Context: an optimization exercise on an open-source flow, tuned for small area, a short achievable clock period and few clock cycles. The choices shown serve that exercise and are no tape-out recipe.
Power is estimated from default activity; no workload was simulated.

==> inputs of build 77 <==
==> flow/design.v (excerpt) <==
module bsb_pcodec (
    input  wire        clk,
    input  wire        rst,
    input  wire        start,
    input  wire        op,         
    input  wire [2:0]  tag,
    input  wire [15:0] div,
    input  wire [7:0]  plen,
    input  wire [95:0] pay_in,
    input  wire [7:0]  v_flag,
    input  wire [31:0] v_int,
    input  wire [31:0] v_mnum,
    input  wire [31:0] v_mden,
    input  wire [15:0] v_year,
    input  wire [7:0]  v_mon,
    input  wire [7:0]  v_day,
    input  wire [7:0]  v_wday,
    input  wire [7:0]  v_hour,
    input  wire [7:0]  v_min,
    input  wire [7:0]  v_sec,
    input  wire [7:0]  v_trail,
    input  wire [1:0]  v_sn,
    input  wire        v_smark,
    input  wire [20:0] v_sh,
    input  wire [23:0] v_sm,
    input  wire [23:0] v_eh,
    input  wire [23:0] v_em,
    output wire        ready,
    output reg         done,
    output wire [7:0]  err,
    output wire [2:0]  o_tag,
    output wire [7:0]  o_flag,
    output wire [31:0] o_int,
    output wire [31:0] o_mnum,
    output wire [31:0] o_mden,
    output wire [15:0] o_year,
    output wire [7:0]  o_mon,
  ...
clock: 10.0 ns
lec_check: 0
cap_margin: 20
core_margin: 2
core_utilization: 40
setup_slack_margin: 5
slew_margin: 20
standard.sh (not shown) runs the stock make flow with config.mk's settings and CLKGATE_MAP_FILE= SYNTH_SCRIPT=/design/flow/synth_recipe.tcl, a recipe that flattens the netlist after the stock synthesis.
==> flow/flow/run.sh <==
#!/bin/bash
# The standard layout, with the port buffers made of the smallest buffer cell
# (sky130_fd_sc_hd__buf_1) instead of the one buffer_ports picks by default.
set -euo pipefail
bash standard.sh "BUFFER_PORTS_ARGS=-buffer_cell sky130_fd_sc_hd__buf_1" finish > standard_flow.log 2>&1
==> trial 34 (differences from build 77) <==
--- a/flow/design.v
+++ b/flow/design.v
@@ -360,12 +360,13 @@
 endmodule
 module bsb_fenc (
     input  wire        clk,
     input  wire        rst,
     input  wire        go,
     input  wire [3:0]  p1,      
+    input  wire [2:0]  g_in,    
     input  wire        pz,      
     input  wire        neg,
     input  wire [32:0] m0,
     input  wire [31:0] mag,
     input  wire [15:0] d,
     input  wire [31:0] den,
@@ -374,68 +375,97 @@
     output wire        ovf,
     output wire [15:0] q16
 );
     localparam F_IDLE = 3'd0, F_MUL = 3'd1, F_NORM = 3'd2, F_DIV = 3'd3, F_RND = 3'd4;
     reg [2:0]  st;
     reg [3:0]  cnt;
+    reg        first;
     reg        sgn;
     reg [47:0] x;       
-    wire [18:0] dext = {2'b00, d, 1'b0};
-    wire [2:0]  grp  = dext[{cnt, 1'b0} +: 3];
-    wire        b_neg = grp[2] & ~(grp[1] & grp[0]);
-    wire        b_two = (grp == 3'b011) || (grp == 3'b100);
-    wire        b_one = grp[1] ^ grp[0];
+    reg         b_neg, b_two, b_one;
+    wire [33:0] dext   = {17'd0, d, 1'b0};
+    wire [3:0]  cnt_nx = cnt - 4'd1;
+    wire [2:0]  grp_nx = dext[{cnt_nx, 1'b0} +: 3];
     wire [32:0] mm    = b_two ? {mag, 1'b0} : (b_one ? {1'b0, mag} : 33'd0);
     wire [47:0] addend = {15'd0, mm} ^ {48{b_neg}};
     wire [47:0] x_mul = {x[45:0], 2'b00} + addend + {47'd0, b_neg};
+    function [5:0] bitlen32;
+        input [31:0] v;
+        integer k;
+        begin
+            bitlen32 = 6'd0;
+            for (k = 0; k < 32; k = k + 1)
+                if (v[k]) bitlen32 = k + 1;
+        end
+    endfunction
+    wire [5:0]  bl_a = bitlen32(mag);
+    wire [5:0]  bl_b = bitlen32({16'd0, d});
+    wire [5:0]  bl_c = bitlen32(den);
+    wire [6:0]  bl_ab = {1'b0, bl_a} + {1'b0, bl_b};
+    wire        e_ovf = (bl_ab >= {1'b0, bl_c} + 7'd18);    
+    wire        e_q0  = (bl_ab + 7'd2 <= {1'b0, bl_c});     
+    wire        efin  = (st == F_MUL) && first && (e_ovf || e_q0);
     wire        big  = (x[47:16] >= den);                        
     wire        lt0  = (x[47:32] == 16'd0) && (x[31:0] < den);   
     wire        lt8  = (x[47:40] == 8'd0) && (x[39:8] < den);    
     wire        up0  = x[31] || ({x[30:0], 1'b0} > den);
     wire [32:0] sa   = {x[47:16], x[15]};
     wire [33:0] ta   = {1'b0, sa} - {2'b00, den};
     wire        qa   = ~ta[33];
     wire [31:0] ra   = qa ? ta[31:0] : sa[31:0];
+    wire [32:0] sb   = {ra, x[14]};
+    wire [33:0] tb   = {1'b0, sb} - {2'b00, den};
+    wire        qb   = ~tb[33];
+    wire [31:0] rb   = qb ? tb[31:0] : sb[31:0];
     wire [15:0] qt   = x[15:0];
     wire        half = ({x[47:16], 1'b0} >= {1'b0, den});
     wire        tie  = ({x[47:16], 1'b0} == {1'b0, den});
     wire        up   = half & (~tie | qt[0]);
     wire        ovf_p = qt[15] | ((&qt[14:0]) & up);
     wire        ovf_n = qt[15] & ((|qt[14:0]) | up);
     wire [15:0] qs   = qt ^ {16{sgn}};
     wire [15:0] qs1  = qs + 16'd1;
     wire [15:0] q_r  = (up ^ sgn) ? qs1 : qs;
     wire        nfin = (st == F_NORM) && (big || lt0);
     assign idle = (st == F_IDLE);
-    assign fin  = nfin || (st == F_RND);
-    assign ovf  = (st == F_NORM) ? big : (sgn ? ovf_n : ovf_p);
-    assign q16  = (st == F_NORM) ? {{15{sgn & up0}}, up0} : q_r;
+    assign fin  = efin || nfin || (st == F_RND);
+    assign ovf  = (st == F_MUL) ? e_ovf : (st == F_NORM) ? big : (sgn ? ovf_n : ovf_p);
+    assign q16  = (st == F_MUL) ? 16'd0 : (st == F_NORM) ? {{15{sgn & up0}}, up0} : q_r;
     always @(posedge clk) begin
         case (st)
             F_MUL:   x <= x_mul;
             F_NORM:  x <= lt8 ? {x[39:0], 8'd0} : x;
-            F_DIV:   x <= {ra, x[14:0], qa};
+            F_DIV:   x <= {rb, x[13:0], qa, qb};
             default: x <= {15'd0, m0};
         endcase
         if (rst) begin
             st  <= F_IDLE;
         end else begin
             case (st)
                 F_IDLE: begin
+                    first <= 1'b1;
+                    b_neg <= g_in[2] & ~(g_in[1] & g_in[0]);
+                    b_two <= (g_in == 3'b011) || (g_in == 3'b100);
+                    b_one <= g_in[1] ^ g_in[0];
                     if (go) begin
                         cnt <= p1;
                         sgn <= neg;
                         st  <= pz ? F_NORM : F_MUL;
                     end
                 end
                 F_MUL: begin
-                    cnt <= cnt - 4'd1;
-                    if (cnt == 4'd0) st <= F_NORM;
+                    first <= 1'b0;
+                    b_neg <= grp_nx[2] & ~(grp_nx[1] & grp_nx[0]);
+                    b_two <= (grp_nx == 3'b011) || (grp_nx == 3'b100);
+                    b_one <= grp_nx[1] ^ grp_nx[0];
+                    cnt <= cnt_nx;
+                    if (efin)            st <= F_IDLE;
+                    else if (cnt == 4'd0) st <= F_NORM;
                 end
                 F_NORM: begin
-                    cnt <= lt8 ? 4'd7 : 4'd15;
+                    cnt <= lt8 ? 4'd3 : 4'd7;
                     st  <= nfin ? F_IDLE : F_DIV;
                 end
                 F_DIV: begin
                     cnt <= cnt - 4'd1;
                     if (cnt == 4'd0) st <= F_RND;
                 end
@@ -532,19 +562,21 @@
         else if (div[6])      begin f_p1 = 4'd2; f_two = div[5]; end
         else if (div[5])      begin f_p1 = 4'd2; end
         else if (div[4])      begin f_p1 = 4'd1; f_two = div[3]; end
         else if (div[3])      begin f_p1 = 4'd1; end
         else if (div[2])      begin f_p1 = 4'd0; f_two = div[1]; end
         else if (div[1])      begin f_p1 = 4'd0; end
-        else                  begin f_p1 = 4'd15; end
+        else                  begin f_p1 = 4'd0; end
     end
     wire f_pz = (div[15:1] == 15'd0);
+    wire [33:0] f_dext = {17'd0, div, 1'b0};
+    wire [2:0]  f_g = f_dext[{f_p1, 1'b0} +: 3];    
     wire [31:0] mag = v_mnum[31] ? (32'd0 - v_mnum) : v_mnum;
     wire [32:0] f_m0 = f_two ? {mag, 1'b0} : {1'b0, mag};
     bsb_fenc u_fenc (
-        .clk(clk), .rst(rst), .go(f_go), .p1(f_p1), .pz(f_pz), .neg(v_mnum[31]), .m0(f_m0),
+        .clk(clk), .rst(rst), .go(f_go), .p1(f_p1), .g_in(f_g), .pz(f_pz), .neg(v_mnum[31]), .m0(f_m0),
         .mag(r[63:32]), .d(r[23:8]), .den(r[95:64]),
         .idle(f_idle), .fin(f_fin), .ovf(f_ovf), .q16(f_q)
     );
     wire leap_e;
     bsb_leap16 u_leap (.y(v_year), .leap(leap_e));
     wire leap_d = (pb1[1:0] == 2'd0) && (pb1 != 8'd0) && (pb1 != 8'd200);
==> flow/flow/run.sh (replaced) <==
#!/bin/bash
# The standard layout with two changes to how it is made:
#  - the port buffers use the smallest buffer cell (sky130_fd_sc_hd__buf_1);
#  - timing repair aims 6 ns below the clock period (SETUP_SLACK_MARGIN=6), so
#    that the achieved period is pushed well below the 10 ns target.
set -euo pipefail
bash standard.sh "BUFFER_PORTS_ARGS=-buffer_cell sky130_fd_sc_hd__buf_1" \
    "SETUP_SLACK_MARGIN=6" finish > standard_flow.log 2>&1
--- a/flow/config.mk
+++ b/flow/config.mk
@@ -5,8 +5,7 @@
 export SDC_FILE = /design/flow/constraint.sdc
 export NUM_CORES = 4
 export LEC_CHECK = 0
 export CAP_MARGIN = 20
 export CORE_MARGIN = 2
 export CORE_UTILIZATION = 40
-export SETUP_SLACK_MARGIN = 5
 export SLEW_MARGIN = 20
==> build 44 (differences from build 77) <==
==> flow/flow/run.sh (replaced) <==
#!/bin/bash
# The standard layout with two changes to how it is made:
#  - the port buffers use the smallest buffer cell (sky130_fd_sc_hd__buf_1);
#  - timing repair aims 6 ns below the clock period (SETUP_SLACK_MARGIN=6), so
#    that the achieved period is pushed well below the 10 ns target.
set -euo pipefail
bash standard.sh "BUFFER_PORTS_ARGS=-buffer_cell sky130_fd_sc_hd__buf_1" \
    "SETUP_SLACK_MARGIN=6" finish > standard_flow.log 2>&1
--- a/flow/config.mk
+++ b/flow/config.mk
@@ -5,8 +5,7 @@
 export SDC_FILE = /design/flow/constraint.sdc
 export NUM_CORES = 4
 export LEC_CHECK = 0
 export CAP_MARGIN = 20
 export CORE_MARGIN = 2
 export CORE_UTILIZATION = 40
-export SETUP_SLACK_MARGIN = 5
 export SLEW_MARGIN = 20
==> comparison <==
Trial 34 produced a clean layout. Build 77 ran to the end with no violations. Build 44 finished with timing, DRC and antenna clean. In sequential cell count, build 77 and build 44 do not differ. Power: trial 34 < build 77 < build 44. The lowest sequential share of layout area belongs to trial 34, the highest to build 77. Between build 44 and build 77, the lower non-clock buffer count is in build 77 (gap 116). The lowest first-iteration DRC count belongs to build 77, the highest to trial 34. Worst hold slack, highest first: trial 34, build 77, build 44. Die area: trial 34 is larger than build 77 (10%). Against build 77, the via count of trial 34 is higher by about 19%.
==> figures <==
                                                                build 77      build 44      trial 34
Status                                          timing/DRC/antenna clean  timing/DRC/antenna clean  timing/DRC/antenna clean
Hold Slack                                                      0.748 ns      0.734 ns      0.769 ns
Share of cell area taken by flip-flops and latches                 16.7%         15.6%         14.1%
Worst Path Arrival                                               5.20 ns       5.10 ns       6.61 ns
Share of cell area taken by muxes after synthesis                  5.24%         5.24%         4.66%
Layout fillers                                                     6,721         6,502         7,078
Terminus of the critical flop-to-flop path                  u_fenc.x[46]  u_fenc.x[23]  u_fenc.x[26]
Bufs and invs on worst path                                            2             6             3
Power per standard cell area                                 319 nW/um^2   335 nW/um^2   121 nW/um^2
Power after layout                                             0.00929 W      0.0105 W     0.00428 W
GRT Total Usage                                                    34.1%         34.6%         39.8%
CP required                                                     10.26 ns      10.22 ns      10.37 ns
Comb power frac                                                    75.0%         78.1%         60.1%
Clk. pwr                                                      0.000718 W    0.000716 W    0.000757 W
Count of buffers added by post-CTS timing repair for setup            13            99           148
Cell count of the worst reg-to-reg path                               19            24            23
Cell count along the critical path                                    19            24            23
Antenna violations before repair                                      20            17            23
Function was not checked in any run of this note: the RTL went through the layout flow alone.

==> re-timing with driven ports <==
How much do the figures lean on ideal ports? The routed layouts below were timed once more, with nothing changed but the port constraints.
Step 1, drivers: a clkbuf_16 drives clk and a buf_2 each remaining input, both assumed.
Step 2 times the ports against the registers' clock, not the clock port: input delays grow and output delays shrink by t, the midpoint of the rising clock arrivals with the driver on.
Slacks: ideal / step 1 / step 2; pairs: ideal / step 1.
| run | t, ns | setup slack, ns | latest minus earliest clock arrival (ns) |
|---|---|---|---|
| build 77 | 0.574 | 5.060 / 5.060 / 4.548 | 0.017 / 0.016 |
| trial 34 | 0.579 | 3.759 / 3.759 / 3.759 | 0.017 / 0.017 |
| build 44 | 0.554 | 5.122 / 5.122 / 5.054 | 0.017 / 0.017 |
After both steps setup and hold are still met in every run listed. The setup slack of build 77, which loses most, moves by 0.000 ns with the drivers and by -0.512 ns with both steps.
